Background: an optimization exercise with open tools, aiming at small area, a short achievable clock period and few clock cycles. Do not read the settings as production practice.
In this exercise RTL edits were held to simulation tests only and were not proved equivalent to the original.
No activity file was given, so power comes from the tool's default toggle rates.

// fb_codec
module fb_codec (
    input  wire        clk,
    input  wire        rst,           
    input  wire        cmd_valid,
    output wire        cmd_ready,
    input  wire [7:0]  cmd_op,
    input  wire [15:0] cmd_len,
    input  wire [31:0] cmd_arg,
    input  wire [6:0]  req_flags,
    input  wire [63:0] req_addr,
    input  wire [15:0] req_rcount,
    input  wire [15:0] req_cid,
    input  wire [31:0] req_delay,
    input  wire        in_valid,
    output wire        in_ready,
    input  wire [7:0]  in_data,
    output wire        out_valid,
    input  wire        out_ready,
    output wire [7:0]  out_data,
    output wire        res_valid,
    input  wire        res_ready,
    output wire [7:0]  res_code,
    output wire [31:0] res_data
);
    localparam [1:0] M_PACK = 2'd0, M_UNPACK = 2'd1, M_CRC = 2'd2, M_CHECK = 2'd3;
    reg        pv;
    reg        p_zero, p_str, p_hdr, p_pay, p_len1, p_len2, p_f3, p_f4;
  ...
For scale: roughly 1600 cells after synthesis, roughly 260 I/O pins, ~0.011 mm2 of cells after synthesis.
clock: 5.0 ns
lec_check: 0
abc_area: 1
cap_margin: 20
core_margin: 2
core_utilization: 40
cts_buf_list: sky130_fd_sc_hd__clkbuf_4 sky130_fd_sc_hd__clkbuf_8
place_density: 0.6
setup_slack_margin: 2.7
slew_margin: 20
tns_end_percent: 10
standard.sh (not shown) runs the stock make flow with config.mk's settings and CLKGATE_MAP_FILE= SYNTH_SCRIPT=/design/flow/synth_recipe.tcl, a recipe that flattens the netlist after the stock synthesis.
==> flow/flow/run.sh <==
#!/bin/bash
# Own layout flow: the standard ORFS flow (standard.sh), with two changes:
#  - ports are buffered with sky130_fd_sc_hd__buf_1 instead of the default
#    delay-cell buffer (every port still gets its own buffer);
#  - yosys does not extract half/full adder cells, so ABC maps that logic too.
# Everything else (synthesis script, floorplan, power grid, taps, CTS,
# routing) is the standard flow. Each step's full log stays in orfs/logs/.
set -euo pipefail
export BUFFER_PORTS_ARGS="-buffer_cell sky130_fd_sc_hd__buf_1"
export ADDER_MAP_FILE=
bash standard.sh > flow_make.log 2>&1
The first run passed the timing, DRC and antenna checks.
Testbench counts at the start, summed over its fixed seeds: cycles 30,555.
Next try:
ABC_CLOCK_PERIOD_IN_PS = 2500   (was default)
SETUP_SLACK_MARGIN = 2.5   (was 2.7)
TNS_END_PERCENT = default   (was 10)
=>
- The new run finished clean
- die area stays the same
- routed wire length decreases by 6.5%
- via count shrinks by 0.58%
- power falls by 3.0%
- global-route usage is lower by 2.1 points
- design area came out lower by 1.3%
- first-iteration DRC count goes down by 16%
- critical path depth went up by 3

---

## run A
Starting RTL as in the previous note.
Settings: LEC_CHECK=0, ABC_AREA=1, CAP_MARGIN=20, CORE_MARGIN=2, CORE_UTILIZATION=40, CTS_BUF_LIST=sky130_fd_sc_hd__clkbuf_4 sky130_fd_sc_hd__clkbuf_8, PLACE_DENSITY=0.6, SETUP_SLACK_MARGIN=2.3, SLEW_MARGIN=20; clock period 5.0 ns.
Scripts as last shown in full above: flow/flow/run.sh
Run A: all stages complete, timing, DRC and antenna checks passed
Testbench counts of run A, summed over its fixed seeds: cycles 30,555.
Input-level comparison between run B and run A:
- CTS_BUF_LIST no longer set, was sky130_fd_sc_hd__clkbuf_4 sky130_fd_sc_hd__clkbuf_8
- ABC_AREA no longer set, was 1
- SETUP_SLACK_MARGIN now 1.5, was 2.3
## What came out
Relative to run A, the total chip power measured on run B has increased by more than 10%. Diff run A -> run B: share of cells above drive strength 1 now smaller; cell leakage power decreased 14%; clock period minus worst slack saw an increase. Run B vs run A: area after detailed placement up in run B.
[inputs] run C vs run B
- CTS_BUF_LIST now sky130_fd_sc_hd__clkbuf_4 sky130_fd_sc_hd__clkbuf_8, previously not set
- ABC_AREA now 1, previously not set
- SETUP_SLACK_MARGIN now 2.5, was 1.5
- TNS_END_PERCENT now 10, previously not set
==> notes.md <==
Changes observed in run C relative to run B: met3 capacity usage during global routing shows a reduction of 0.85 points; clock share of power lower. Final area, run B and run C, higher one = run B. Non-clock buffer count up about 6% in run C wrt run B. Run C completed; timing, DRC and antenna clean. The post-layout net count reported for run C is greater than that of run B by 17%. [run C] post-detailed-route wirelength per cell fell about 15% relative to run B. Between run B and run C, the difference in area taken by flip-flops and latches is negligible. Power for run C is lower than for run B.
Modified inputs, run D compared to run C
- a deleted TNS_END_PERCENT that had been 10
- a deleted CTS_BUF_LIST that had been sky130_fd_sc_hd__clkbuf_4 sky130_fd_sc_hd__clkbuf_8
- a deleted ABC_AREA that had been 1
- a change of SETUP_SLACK_MARGIN from 2.5 to 2.0
## What came out
Of run C and run D, the run reporting the lower post-layout total power was run C.
Taking run C as the reference, in run D summed area of non-filler cells in the final layout went up by 200 um^2, final period demand of the worst path went up by 280 ps, maximum fanout along the worst path went up by 8, global-route usage went down by 0.69 points, HPWL after detailed placement went down by 840 um.
Cell with the largest stage delay on the worst path = sky130_fd_sc_hd__nor2_1: run C; cell with the largest stage delay on the worst path = sky130_fd_sc_hd__dfxtp_1: run D
--- input diff run D..run E ---
- setting CTS_CLUSTER_DIAMETER to 60 for the first time
- setting ABC_AREA to 1 for the first time
- setting CTS_BUF_LIST to sky130_fd_sc_hd__clkbuf_4 sky130_fd_sc_hd__clkbuf_8 for the first time
- setting CTS_CLUSTER_SIZE to 30 for the first time
- changing CORE_UTILIZATION from 40 to 45
- changing PLACE_DENSITY from 0.6 to 0.65
- changing SETUP_SLACK_MARGIN from 2.0 to 2.5
### Flow results
- Part of the total power dissipated in combinational logic (run E over run D): increase, 0.6 points
- Going from run D to run E, routability congestion estimate went up 2.6%; post-layout instance area went down 55 um^2.
- Register bit total from synthesis came out exactly the same in run D and run E.
- Run D -> run E: non-clock inverter total of the final layout increased by more than 100%
- Synthesized cell count: higher on run E
- Cmp run D and run E / post-route fraction of the period consumed by the critical path / lower: run E
- Half-perimeter wire length after detailed placement grows by a few percent when moving from run D to run E.
- A capture point of the critical path of acc[3] is what run D shows, while ce belongs to run E.
- Summary: global-route wire length before repair, run E better than run D
- Cmp run E vs run D: clock latency on the worst-skew pair higher in run E
- Between run D and run E, count of cell instances traversed by the critical path increased.
[inputs] run F vs run E
- a deleted CTS_CLUSTER_SIZE that had been 30
- a change of PLACE_DENSITY from 0.65 to 0.75
- a deleted CTS_CLUSTER_DIAMETER that had been 60
- a change of CORE_UTILIZATION from 45 to 60
- a deleted ABC_AREA that had been 1
Findings:
- Compared with run E, run F shows a period utilization that is 1.3 points higher.
- Between run F and run E, it is run F whose logic depth of the worst path, buffers included is lower, by 5.
- Number of antenna violations at the first check in global routing (higher): run E
- Diff run F..run E | flip-flop and latch count after synthesis | unchanged
- When the final numbers for run F and run E were put side by side, the post-CTS setup buffer count turned out to be greater in run F.
- Detailed route wirelength on metal2 (run F vs. run E) increases slightly
- Run F vs run E on part of the power in combinational logic: run F is the higher one.

==> separate check: timing with driven ports <==
In the flow no input, the clock included, has a driving cell. The finished layouts below were timed again as built, in two steps. Step 1: set_driving_cell puts a clkbuf_16 on clk and a buf_2 on each other input, an assumption about the parent block. Step 2 adds t to the input delays and takes it off the output delays; t is the mean of the earliest and latest rising clock arrival at the registers after step 1. Input paths then give back, and output paths get back, about the clock's delay inside the block. a / b / c = ideal / step 1 / step 2; a / b = the first two.
run	shift t [ns]	setup slack, ns	hold slack, ns	latest minus earliest clock arrival (ns)	cell pins on the clock port's net
the first run of note 1	0.500	2.475 / 2.497 / 1.997	0.439 / 0.439 / 0.439	0.021 / 0.022	1
the second run of note 1	0.502	2.559 / 2.559 / 2.076	0.429 / 0.429 / 0.429	0.031 / 0.031	1
run A	0.505	2.398 / 2.405 / 1.925	0.418 / 0.418 / 0.418	0.019 / 0.020	1
run B	0.486	1.837 / 1.837 / 1.451	0.438 / 0.438 / 0.438	0.019 / 0.019	1
run C	0.505	2.456 / 2.469 / 1.964	0.422 / 0.422 / 0.422	0.026 / 0.026	1
run D	0.482	2.179 / 2.179 / 1.748	0.438 / 0.438 / 0.438	0.019 / 0.019	1
run E	0.501	2.505 / 2.505 / 2.089	0.434 / 0.434 / 0.434	0.018 / 0.018	1
run F	0.518	2.438 / 2.438 / 2.013	0.439 / 0.439 / 0.439	0.024 / 0.024	1
After both steps every run listed still meets setup and hold. The setup slack of run C, which loses most, moves by +0.013 ns with the drivers and by -0.492 ns with both steps.
